This is an optimization exercise on Yosys and OpenROAD, whose aim is a short achievable clock period, not a production implementation. RTL that was checked went through simulation tests only; none was proved equivalent to the original. The clock port is modelled as an ideal driver; clocking choices that lean on that would not hold on a real chip. Power figures rest on the tool's default switching activity, not on a simulated workload.

Design nb_engine, start of the top module:
module nb_engine (
    input  wire         clk,
    input  wire         rst,
    input  wire         cmd_valid,
    output wire         cmd_ready,
    input  wire [127:0] cmd_desc,
    output wire         busy,
    input  wire         src_valid,
    output wire         src_ready,
    input  wire [31:0]  src_data,
    output wire         dst_valid,
    output wire [31:0]  dst_data,
    input  wire [15:0]  cfg_wait_bound,
    input  wire         cfg_rfin_clk_low,
    output wire         bus_clk,
    output wire         bus_nrd,
    output wire         bus_start,
    output wire         bus_doe,
    output wire [7:0]   bus_dout,
    input  wire [7:0]   bus_din,
    input  wire         bus_nwait,
    output wire         irq_inhibit,
    input  wire [15:0]  owm_in,
    output wire         owm_we,
    output wire [15:0]  owm_wdata,
    output wire [1:0]   status_code,
    output wire [1:0]   status_where,
    output wire [31:0]  status_index,
    output wire [39:0]  status_addr
);
Size: roughly 0.017 sq mm of cells after synthesis.
clock: 4.5 ns
lec_check: 0
cap_margin: 20
core_margin: 2
core_utilization: 40
setup_slack_margin: 2.5
slew_margin: 20
synth_hierarchical: 1
synth_minimum_keep_size: 0
standard.sh (not shown) runs the stock make flow with config.mk's settings and CLKGATE_MAP_FILE= SYNTH_SCRIPT=/design/flow/synth_recipe.tcl, a recipe that flattens the netlist after the stock synthesis.
==> flow/flow/run.sh <==
#!/bin/bash
# Own layout flow: the standard ORFS flow (standard.sh), with
#  - the port buffers inserted as regular buffers (buf_4) instead of the
#    default pick (a delay cell),
#  - the delay cells and the slow OR/NOR-type cells with 3 or 4 series PMOS transistors added to
#    the platform's don't-use list, so that synthesis maps wide ORs to
#    NAND/NOR2 trees. ORFS re-derives DONT_USE_CELLS in each sub-make, so the
#    full list (platform's + ours) goes in through MAKEFLAGS.
set -euo pipefail
export BUFFER_PORTS_ARGS="-buffer_cell sky130_fd_sc_hd__buf_4"
slow=""
for c in or3 or3b or4 or4b or4bb nor3 nor3b nor4 nor4b nor4bb o31a o31ai o32a o32ai o41a o41ai o311a a2111o; do
  for d in 1 2 4; do
    slow="$slow sky130_fd_sc_hd__${c}_${d}"
  done
done
slow="$slow sky130_fd_sc_hd__o311ai_0 sky130_fd_sc_hd__o311ai_1 sky130_fd_sc_hd__o311ai_2 sky130_fd_sc_hd__o311ai_4"
slow="$slow sky130_fd_sc_hd__a2111oi_0 sky130_fd_sc_hd__a2111oi_1 sky130_fd_sc_hd__a2111oi_2 sky130_fd_sc_hd__a2111oi_4"
# delay cells: repair picks them as wire and port buffers, which only slows
# paths here (hold slack is large without them)
for c in clkdlybuf4s15_1 clkdlybuf4s15_2 clkdlybuf4s18_1 clkdlybuf4s18_2 clkdlybuf4s25_1 clkdlybuf4s25_2 clkdlybuf4s50_1 clkdlybuf4s50_2 dlygate4sd1_1 dlygate4sd2_1 dlygate4sd3_1 dlymetal6s2s_1 dlymetal6s4s_1 dlymetal6s6s_1; do
  slow="$slow sky130_fd_sc_hd__$c"
done
printf 'include %s/platforms/sky130hd/config.mk\nall:\n\t@echo "$(DONT_USE_CELLS)"\n' "$FLOW_HOME" > platform_dont_use.mk
platform=$(env -u DONT_USE_CELLS -u MAKEFLAGS make -s -f platform_dont_use.mk PLATFORM_DIR="$FLOW_HOME/platforms/sky130hd")
all=$(echo $platform $slow)
export MAKEFLAGS="DONT_USE_CELLS=${all// /\\ }"
echo "MAKEFLAGS=$MAKEFLAGS" > run_env.log
# after CTS, drive the leaf buffers from four root buffers (flow/root4_cts.tcl)
export POST_CTS_TCL="$PWD/flow/root4_cts.tcl"
bash standard.sh > standard.log 2>&1
Other scripts of this flow, unchanged in this note and not shown: flow/flow/root4_cts.tcl
Next try:
--- a/flow/flow/run.sh
+++ b/flow/flow/run.sh
@@ -3,5 +3,5 @@
 #  - the port buffers inserted as regular buffers (buf_4) instead of the
 #    default pick (a delay cell),
-#  - the delay cells and the slow OR/NOR-type cells with 3 or 4 series PMOS transistors added to
+#  - the slow OR/NOR-type cells with 3 or 4 series PMOS transistors added to
 #    the platform's don't-use list, so that synthesis maps wide ORs to
 #    NAND/NOR2 trees. ORFS re-derives DONT_USE_CELLS in each sub-make, so the
@@ -17,9 +17,4 @@
 slow="$slow sky130_fd_sc_hd__o311ai_0 sky130_fd_sc_hd__o311ai_1 sky130_fd_sc_hd__o311ai_2 sky130_fd_sc_hd__o311ai_4"
 slow="$slow sky130_fd_sc_hd__a2111oi_0 sky130_fd_sc_hd__a2111oi_1 sky130_fd_sc_hd__a2111oi_2 sky130_fd_sc_hd__a2111oi_4"
-# delay cells: repair picks them as wire and port buffers, which only slows
-# paths here (hold slack is large without them)
-for c in clkdlybuf4s15_1 clkdlybuf4s15_2 clkdlybuf4s18_1 clkdlybuf4s18_2 clkdlybuf4s25_1 clkdlybuf4s25_2 clkdlybuf4s50_1 clkdlybuf4s50_2 dlygate4sd1_1 dlygate4sd2_1 dlygate4sd3_1 dlymetal6s2s_1 dlymetal6s4s_1 dlymetal6s6s_1; do
-  slow="$slow sky130_fd_sc_hd__$c"
-done
 printf 'include %s/platforms/sky130hd/config.mk\nall:\n\t@echo "$(DONT_USE_CELLS)"\n' "$FLOW_HOME" > platform_dont_use.mk
 platform=$(env -u DONT_USE_CELLS -u MAKEFLAGS make -s -f platform_dont_use.mk PLATFORM_DIR="$FLOW_HOME/platforms/sky130hd")
Outcome:
- The changed run passed the timing, DRC and antenna checks
- final area stays flat
- first-iteration DRC count climbs by 27%
- routed wire length stays flat

* * *

Another version of the RTL of nb_engine (not shown whole).
Size in the first run: roughly 1,500 cells after synthesis, roughly 330 flip-flops, about 350 I/O pins, about 0.014 mm^2 of cells after synthesis.
## nb_engine
module nb_engine (
    input  wire         clk,
    input  wire         rst,
    input  wire         cmd_valid,
    output wire         cmd_ready,
    input  wire [127:0] cmd_desc,
    output wire         busy,
    input  wire         src_valid,
    output wire         src_ready,
    input  wire [31:0]  src_data,
    output wire         dst_valid,
    output wire [31:0]  dst_data,
    input  wire [15:0]  cfg_wait_bound,
    input  wire         cfg_rfin_clk_low,
    output wire         bus_clk,
    output wire         bus_nrd,
    output wire         bus_start,
    output wire         bus_doe,
    output wire [7:0]   bus_dout,
    input  wire [7:0]   bus_din,
    input  wire         bus_nwait,
    output wire         irq_inhibit,
    input  wire [15:0]  owm_in,
    output wire         owm_we,
    output wire [15:0]  owm_wdata,
    output wire [1:0]   status_code,
    output wire [1:0]   status_where,
    output wire [31:0]  status_index,
    output wire [39:0]  status_addr
);
clock: 4.5 ns
lec_check: 0
abc_clock_period_in_ps: 100
cap_margin: 20
core_margin: 2
core_utilization: 40
setup_slack_margin: 2.5
slew_margin: 20
run.sh (not shown) runs the stock make flow with config.mk's settings and CLKGATE_MAP_FILE= SYNTH_SCRIPT=/design/flow/synth_recipe.tcl, a recipe that flattens the netlist after the stock synthesis.
Stock flow here: none of the scripts above is used.
Change:
==> flow/flow/run.sh (new file) <==
#!/bin/bash
# Own layout flow: the standard ORFS flow, with the port buffers
# inserted as regular buffers instead of the library's default pick.
set -euo pipefail
export BUFFER_PORTS_ARGS="-buffer_cell sky130_fd_sc_hd__buf_4"
bash standard.sh > standard.log 2>&1
==> flow/standard.sh (new file) <==
#!/bin/bash
# synth_recipe.tcl (not shown) runs the flow's synth.tcl, then flattens the netlist and writes it again
# the make line also repeats each setting of config.mk as NAME=value (left out here)
make -C /OpenROAD-flow-scripts/flow DESIGN_CONFIG=/design/flow/config.mk WORK_HOME=/design/flow/orfs CLKGATE_MAP_FILE= SYNTH_SCRIPT=/design/flow/synth_recipe.tcl "${@:-finish}"
- ABC_CLOCK_PERIOD_IN_PS: 100 -> 1500
removed: flow/run.sh
Effect: Global-route usage shrinks by 1.3 points. Cell area shrinks by about 3%. Critical path depth shrinks by 4. Worst hold slack improved by 0.012 ns. Via count shrinks by about 1.3%. Cell count shrinks by about 0.8%. Power shrinks by 1.1%. Sequential cell count stays the same. Sequential power is about the same.
Function was not checked in any run of this note: the RTL went through the layout flow alone.

* * *

nb_engine again, from the RTL that the note above started with.
make LEC_CHECK=0 ABC_CLOCK_PERIOD_IN_PS=1500 CAP_MARGIN=20 CORE_MARGIN=2 CORE_UTILIZATION=40 SETUP_SLACK_MARGIN=2.5 SLEW_MARGIN=20 finish   # period 4.5 ns
Stock flow here: none of the scripts above is used.
Edit:
==> flow/flow/run.sh (new file) <==
#!/bin/bash
# Own layout flow: the standard ORFS flow, with the port buffers
# inserted as regular buffers and a clock tree with larger sink clusters.
set -euo pipefail
export BUFFER_PORTS_ARGS="-buffer_cell sky130_fd_sc_hd__buf_4"
export CTS_ARGS="-sink_clustering_enable -repair_clock_nets -sink_clustering_size 24 -sink_clustering_max_diameter 100 -root_buf sky130_fd_sc_hd__clkbuf_16 -buf_list sky130_fd_sc_hd__clkbuf_16"
bash standard.sh > standard.log 2>&1
==> flow/standard.sh (new file) <==
#!/bin/bash
# synth_recipe.tcl (not shown) runs the flow's synth.tcl, then flattens the netlist and writes it again
# the make line also repeats each setting of config.mk as NAME=value (left out here)
make -C /OpenROAD-flow-scripts/flow DESIGN_CONFIG=/design/flow/config.mk WORK_HOME=/design/flow/orfs CLKGATE_MAP_FILE= SYNTH_SCRIPT=/design/flow/synth_recipe.tcl "${@:-finish}"
removed: flow/run.sh
=>
- The new run completed without violations
- setup slack gains 0.017 ns
- synthesized area stays the same
- final area goes down by 6.7%
- via count goes down by 2.9%
- register-to-register slack loses 0.02 ns
- power goes down by 22%
- combinational power goes down by 11%
No run of this note included a check of the RTL's function; only the layout flow was run.

static timing again, ports no longer ideal:
The flow's constraints put no driver on any port. The routed layouts listed below were extracted and timed again, unchanged, in two steps. Step 1 assumes that a clkbuf_16 drives the clock port and a buf_2 every other input. Step 2 adds t to the input delays and takes it off the output delays; t is the mean of the earliest and latest rising clock arrival at the registers after step 1. Input paths then give back, and output paths get back, about the clock's delay inside the block. Slacks: ideal / step 1 / step 2; pairs: ideal / step 1.
| run | t, ns | setup WS [ns] | hold slack, ns | pins driven straight from the clock port |
|---|---|---|---|---|
| the first run of note 1 | 0.488 | 2.525 / 2.527 / 2.122 | 0.400 / 0.400 / 0.400 | 4 |
| the second run of note 1 | 0.489 | 2.525 / 2.545 / 2.122 | 0.418 / 0.418 / 0.418 | 4 |
| the first run of note 2 | 0.562 | 2.320 / 2.337 / 1.775 | 0.433 / 0.433 / 0.433 | 1 |
| the second run of note 2 | 0.563 | 2.317 / 2.335 / 1.772 | 0.445 / 0.445 / 0.445 | 1 |
| the first run of note 3 | 0.562 | 2.320 / 2.337 / 1.775 | 0.433 / 0.433 / 0.433 | 1 |
| the second run of note 3 | 0.557 | 2.337 / 2.354 / 1.797 | 0.450 / 0.450 / 0.450 | 1 |
After both steps setup and hold are still met in every run listed.
